This design comes from an exercise in tuning for small area, a short achievable clock period and few clock cycles per item on the open sky130 flow, not from production work.
The RTL was checked by simulation tests, not by an equivalence proof against the original design.
No activity file was given, so power comes from the tool's default toggle rates.

## oak
Design uartty_core, start of the top module:
module uartty_core (
    input  wire        clk,
    input  wire        rst,
    input  wire [13:0] cfg_flags,
    input  wire [7:0]  cfg_erase_code,
    input  wire [7:0]  cfg_kill_code,
    input  wire [7:0]  cfg_werase_code,
    input  wire        ev_valid,
    input  wire [2:0]  ev_kind,
    input  wire [7:0]  ev_data,
    output wire        ev_ready,
    output wire        rsp_valid,
    output wire [1:0]  rsp_code,
    output wire [7:0]  rsp_data,
    output wire        rsp_txie,
    output wire        rsp_rd_ready,
    output wire        rsp_tx_full
);
clock: 8.0 ns
lec_check: 0
cap_margin: 20
core_margin: 2
core_utilization: 40
setup_slack_margin: 5.0
slew_margin: 20
run.sh (not shown) runs the stock make flow with config.mk's settings and CLKGATE_MAP_FILE= SYNTH_SCRIPT=/design/flow/synth_recipe.tcl, a recipe that flattens the netlist after the stock synthesis.
oak: PASS, flow complete, no timing, DRC or antenna violations
Testbench counts of oak, summed over its fixed seeds: cycles 24,270, events 24,000.
[inputs] pine vs oak
# oak
export LEC_CHECK = 0
export CAP_MARGIN = 20
export CORE_MARGIN = 2
export CORE_UTILIZATION = 40
export SETUP_SLACK_MARGIN = 5.0
export SLEW_MARGIN = 20
create_clock -name core_clock -period 8.0 [get_ports {clk}]
# pine
export LEC_CHECK = 0
export CAP_MARGIN = 20
export CORE_MARGIN = 2
export CORE_UTILIZATION = 40
export SETUP_SLACK_MARGIN = 4.0
export SLEW_MARGIN = 20
create_clock -name core_clock -period 8.0 [get_ports {clk}]
--- outcome ---
Diff oak..pine | register area | negligible
In the tables for oak and pine, maximum clock frequency reads lower with pine.
Post-cts gate resize count (pine over oak): decrease, 91%
[compare] base=oak new=pine: clock tree skew after final layout +38 ps, clock-buffer cell count now larger, summed negative setup slack over all endpoints roughly the same.
Compared to oak, the router laid down less metal wire for pine.
Min total design power across oak and pine: pine
oak ended up with sky130_fd_sc_hd__or4b_4 as its cell with the biggest individual delay on the critical path; pine ended up with sky130_fd_sc_hd__dfxtp_4.
Compared with oak, final non-filler cell area in pine decreased by a few percent.
Re largest fanout of any net on the critical path: oak and pine aren't equal, and the higher value belongs to pine.
Diff oak and pine: global-route usage higher in oak

* * *

uartty_core, a different RTL version from the one above (not shown whole).
Size: ~4100 cells after synthesis, ~67 I/O pins, roughly 71000 sq um of cells after synthesis.
export LEC_CHECK = 0
export CAP_MARGIN = 20
export CORE_MARGIN = 2
export CORE_UTILIZATION = 40
export SLEW_MARGIN = 20
create_clock -name core_clock -period 8.0 [get_ports {clk}]
standard.sh (not shown) runs the stock make flow with config.mk's settings and CLKGATE_MAP_FILE= SYNTH_SCRIPT=/design/flow/synth_recipe.tcl, a recipe that flattens the netlist after the stock synthesis.
==> flow/flow/run.sh <==
#!/bin/bash
set -euo pipefail
bash standard.sh SETUP_SLACK_MARGIN=5.6 finish > standard.log 2>&1
The starting point finished with timing, DRC and antenna clean.
Testbench counts at the start, summed over its fixed seeds: cycles 24,270, events 24,000.
Then changed:
==> flow/run.sh (new file) <==
#!/bin/bash
# synth_recipe.tcl (not shown) runs the flow's synth.tcl, then flattens the netlist and writes it again
# the make line also repeats each setting of config.mk as NAME=value (left out here)
make -C /OpenROAD-flow-scripts/flow DESIGN_CONFIG=/design/flow/config.mk WORK_HOME=/design/flow/orfs CLKGATE_MAP_FILE= SYNTH_SCRIPT=/design/flow/synth_recipe.tcl finish
Settings changed: CTS_CLUSTER_DIAMETER set to 100, CTS_CLUSTER_SIZE set to 30, SETUP_SLACK_MARGIN set to 5.0.
removed: flow/flow/run.sh
removed: flow/standard.sh
Outcome:
- The new run produced a clean layout
- count of clock-buffer cells in the layout came out lower by 131
- worst hold slack loses 0.0036 ns
- die area stays the same
- global-route usage came out lower by 0.75 points
- sequential power hardly moves
- synthesized area does not change
- routed wire length came out lower by a few percent
- register-to-register slack loses 0.03 ns
- via count came out lower by a few percent
- utilization came out lower by 3.9 points
Then changed:
Settings changed: CTS_CLUSTER_DIAMETER 100 to not set, CTS_CLUSTER_SIZE 30 to not set.
After rerunning: The new run completed without violations. Total power rises by a quarter to a third. Sequential share of layout area falls by 2.5 points. Design area grows by a few percent. Hold slack loses 0.0035 ns. Routed wire length increases slightly. Core utilization goes up by 1.9 points. Synthesized cell count does not change. Clock-buffer cell count grows by 126. Flip-flop and latch count stays the same. Synthesized area is unchanged.

* * *

uartty_core, a different RTL version from the one above (not shown whole).
For scale: roughly 4200 cells after synthesis, roughly 1700 flip-flops, about 67 I/O pins.
export LEC_CHECK = 0
export CAP_MARGIN = 20
export CORE_MARGIN = 2
export CORE_UTILIZATION = 50
export CTS_CLUSTER_DIAMETER = 100
export CTS_CLUSTER_SIZE = 30
export SETUP_SLACK_MARGIN = 5.0
export SLEW_MARGIN = 20
create_clock -name core_clock -period 8.0 [get_ports {clk}]
run.sh (not shown) runs the stock make flow with config.mk's settings and CLKGATE_MAP_FILE= SYNTH_SCRIPT=/design/flow/synth_recipe.tcl, a recipe that flattens the netlist after the stock synthesis.
Stock flow here: none of the scripts above is used.
Testbench counts at the start, summed over its fixed seeds: cycles 24,270, events 24,000.
Next try:
CORE_UTILIZATION = 60   (was 50)
Result: Clock-buffer cell count fell by 17; non-clock buffer count does not change; wire length rose by 1.2%; hold slack loses 17 ps; worst setup slack gains 12 ps; sequential power is about the same; final cell count fell by 6.1%; via count rose by 3.0%; register-to-register slack barely changes; synthesized cell count stays the same.
Next try:
PLACE_DENSITY = 0.75   (was default)
The changed run produced a clean layout.
Global-route usage decreases by 1.6 points.
Die area does not change.
Design area hardly moves.
Via count stays flat.
Next try:
CORE_UTILIZATION = 70   (was 60)
PLACE_DENSITY = default   (was 0.75)
=> First-iteration DRC count went up by about 15%; area after synthesis does not change; total power goes up by about 0.43%; utilization increases by 10 points; flip-flop and latch count does not change; combinational power hardly moves; die area falls by 14%.
Next try:
CAP_MARGIN = 0   (was 20)
CORE_UTILIZATION = 60   (was 70)
SLEW_MARGIN = 0   (was 20)
Result: The changed run finished clean; non-clock buffer count came out higher by 3; cell area stays flat; clock-buffer cell count came out lower by 2; sequential power is about the same; clock power stays flat; total power hardly moves; synthesized area is unchanged; setup slack gains 65 ps; hold slack loses 29 ps; routed wire length came out lower by 2.1%; utilization came out lower by 11 points.

* * *

## P
uartty_core, a different RTL version from the one above (not shown whole).
Size in the first run: roughly 1700 flip-flops, about 67 I/O pins, roughly 70000 um^2 of cells after synthesis.
## uartty_core
module uartty_core (
    input  wire        clk,
    input  wire        rst,
    input  wire [13:0] cfg_flags,
    input  wire [7:0]  cfg_erase_code,
    input  wire [7:0]  cfg_kill_code,
    input  wire [7:0]  cfg_werase_code,
    input  wire        ev_valid,
    input  wire [2:0]  ev_kind,
    input  wire [7:0]  ev_data,
    output wire        ev_ready,
    output wire        rsp_valid,
    output wire [1:0]  rsp_code,
    output wire [7:0]  rsp_data,
    output wire        rsp_txie,
    output wire        rsp_rd_ready,
    output wire        rsp_tx_full
);
clock: 8.0 ns
lec_check: 0
cap_margin: 20
core_margin: 2
core_utilization: 60
cts_cluster_diameter: 100
cts_cluster_size: 24
setup_slack_margin: 5.0
slew_margin: 20
Having completed the whole flow, P delivered a layout that passed the timing, DRC and antenna checks.
Testbench counts of P, summed over its fixed seeds: cycles 24,270, events 24,000.
Setup changes, P to Q
--- a/flow/config.mk
+++ b/flow/config.mk
@@ -12 +12 @@
-export CTS_CLUSTER_SIZE = 24
+export CTS_CLUSTER_SIZE = 27
### Flow results
Every run (P and Q) finished clean. On final critical-path share of the clock period, P and Q are neck and neck. Status: met3 track demand over resource parity (Q, P). On fraction of standard cell area that is sequential, the higher figure sits with Q, not P. Delta (Q minus P): clock share of power went down, DRC marker count from the first detailed-route iteration increased by about 4.3% relative to the old numbers. Relative to P, post-layout instance area decreased by about 0.35% in Q.
Inputs modified between Q and R:
--- a/flow/config.mk
+++ b/flow/config.mk
@@ -10 +10 @@
-export CORE_UTILIZATION = 60
+export CORE_UTILIZATION = 65
@@ -12 +12 @@
-export CTS_CLUSTER_SIZE = 27
+export CTS_CLUSTER_SIZE = 30
## What came out
- Comparing minimum clock period for Q and R, the smaller number came from Q.
- Routed metal-1 wire length ended up about 5% lower on R than on Q.
- In R relative to Q, cell area after layout had gone down slightly.
- Relative to Q, the final cell count measured on R has decreased by a few percent.
- | clock skew | R vs Q | ≈ equal |
- Compared with Q, in R worst setup slack after layout decreased 150 ps, worst slew slack as a fraction of its limit higher, worst slack after detailed placement shows an increase of 59 ps.
- Going from Q to R, count of buffers not belonging to the clock network in the layout shrinks by 10.
- Overall global routing resource usage: higher on R
- Re post-CTS setup buffer count: Q and R aren't equal, and the higher value belongs to Q.
What S does differently from R at the input level:
--- a/flow/config.mk
+++ b/flow/config.mk
@@ -10 +10 @@
-export CORE_UTILIZATION = 65
+export CORE_UTILIZATION = 60
--- outcome ---
- Final standard cell count with taps included and fillers excluded grows by a few percent when moving from R to S.
- Worst clock skew delta (R -> S): insignificant
- Routed wire length: S vs R up 2.5%
- What R reported for die area has to be multiplied by 1.08 to get the figure for S.
- Against R, S reports a synthesis-to-finish area growth that is higher.
- Compared with R, S shows a post-CTS setup buffer count that is 1 higher.
- In the metrics for S and R, the one carrying the higher post-layout worst setup margin is S.

==> static timing again, ports no longer ideal <==
No port has a modelled driver above. Below, the same layouts with a new extraction and two added sets of constraints.
Step 1, drivers: a clkbuf_16 drives clk and a buf_2 each remaining input, both assumed.
Step 2 times the ports against the registers' clock, not the clock port: input delays grow and output delays shrink by t, the midpoint of the rising clock arrivals with the driver on.
Three values: no drivers, after step 1, after step 2; two values: the first two.
run | t, ns | setup slack, ns | hold slack, ns | worst setup path at the end | pins driven straight from the clock port
oak | 0.875 | 4.450 / 4.450 / 3.919 | 0.497 / 0.497 / 0.497 | input to register | 1
pine | 0.883 | 4.053 / 4.053 / 3.670 | 0.499 / 0.499 / 0.499 | input to register | 1
the first run of note 2 | 0.878 | 4.929 / 4.929 / 4.220 | 0.501 / 0.501 / 0.501 | input to register | 1
the second run of note 2 | 0.795 | 4.896 / 4.896 / 4.325 | 0.498 / 0.498 / 0.498 | input to register | 1
the third run of note 2 | 0.867 | 4.885 / 4.885 / 4.171 | 0.494 / 0.494 / 0.494 | input to register | 1
the first run of note 3 | 0.778 | 4.967 / 4.967 / 4.326 | 0.523 / 0.523 / 0.523 | input to register | 1
the second run of note 3 | 0.764 | 4.979 / 4.979 / 4.420 | 0.506 / 0.506 / 0.506 | input to register | 1
the third run of note 3 | 0.760 | 4.781 / 4.781 / 4.376 | 0.539 / 0.539 / 0.539 | input to register | 1
the fourth run of note 3 | 0.767 | 4.914 / 4.914 / 4.402 | 0.535 / 0.535 / 0.535 | input to register | 1
the fifth run of note 3 | 0.764 | 4.979 / 4.979 / 4.420 | 0.506 / 0.506 / 0.506 | input to register | 1
P | 0.776 | 5.023 / 4.958 / 4.295 | 0.514 / 0.514 / 0.514 | input to register | 1
Q | 0.774 | 5.017 / 4.977 / 4.324 | 0.513 / 0.513 / 0.513 | input to register | 1
R | 0.739 | 4.864 / 4.864 / 4.276 | 0.509 / 0.509 / 0.509 | input to register | 1
S | 0.766 | 5.044 / 4.984 / 4.319 | 0.513 / 0.513 / 0.513 | input to register | 1
After both steps every run listed still meets setup and hold. For P, which loses most, drivers alone change the setup slack by -0.065 ns; drivers and shift together by -0.728 ns.
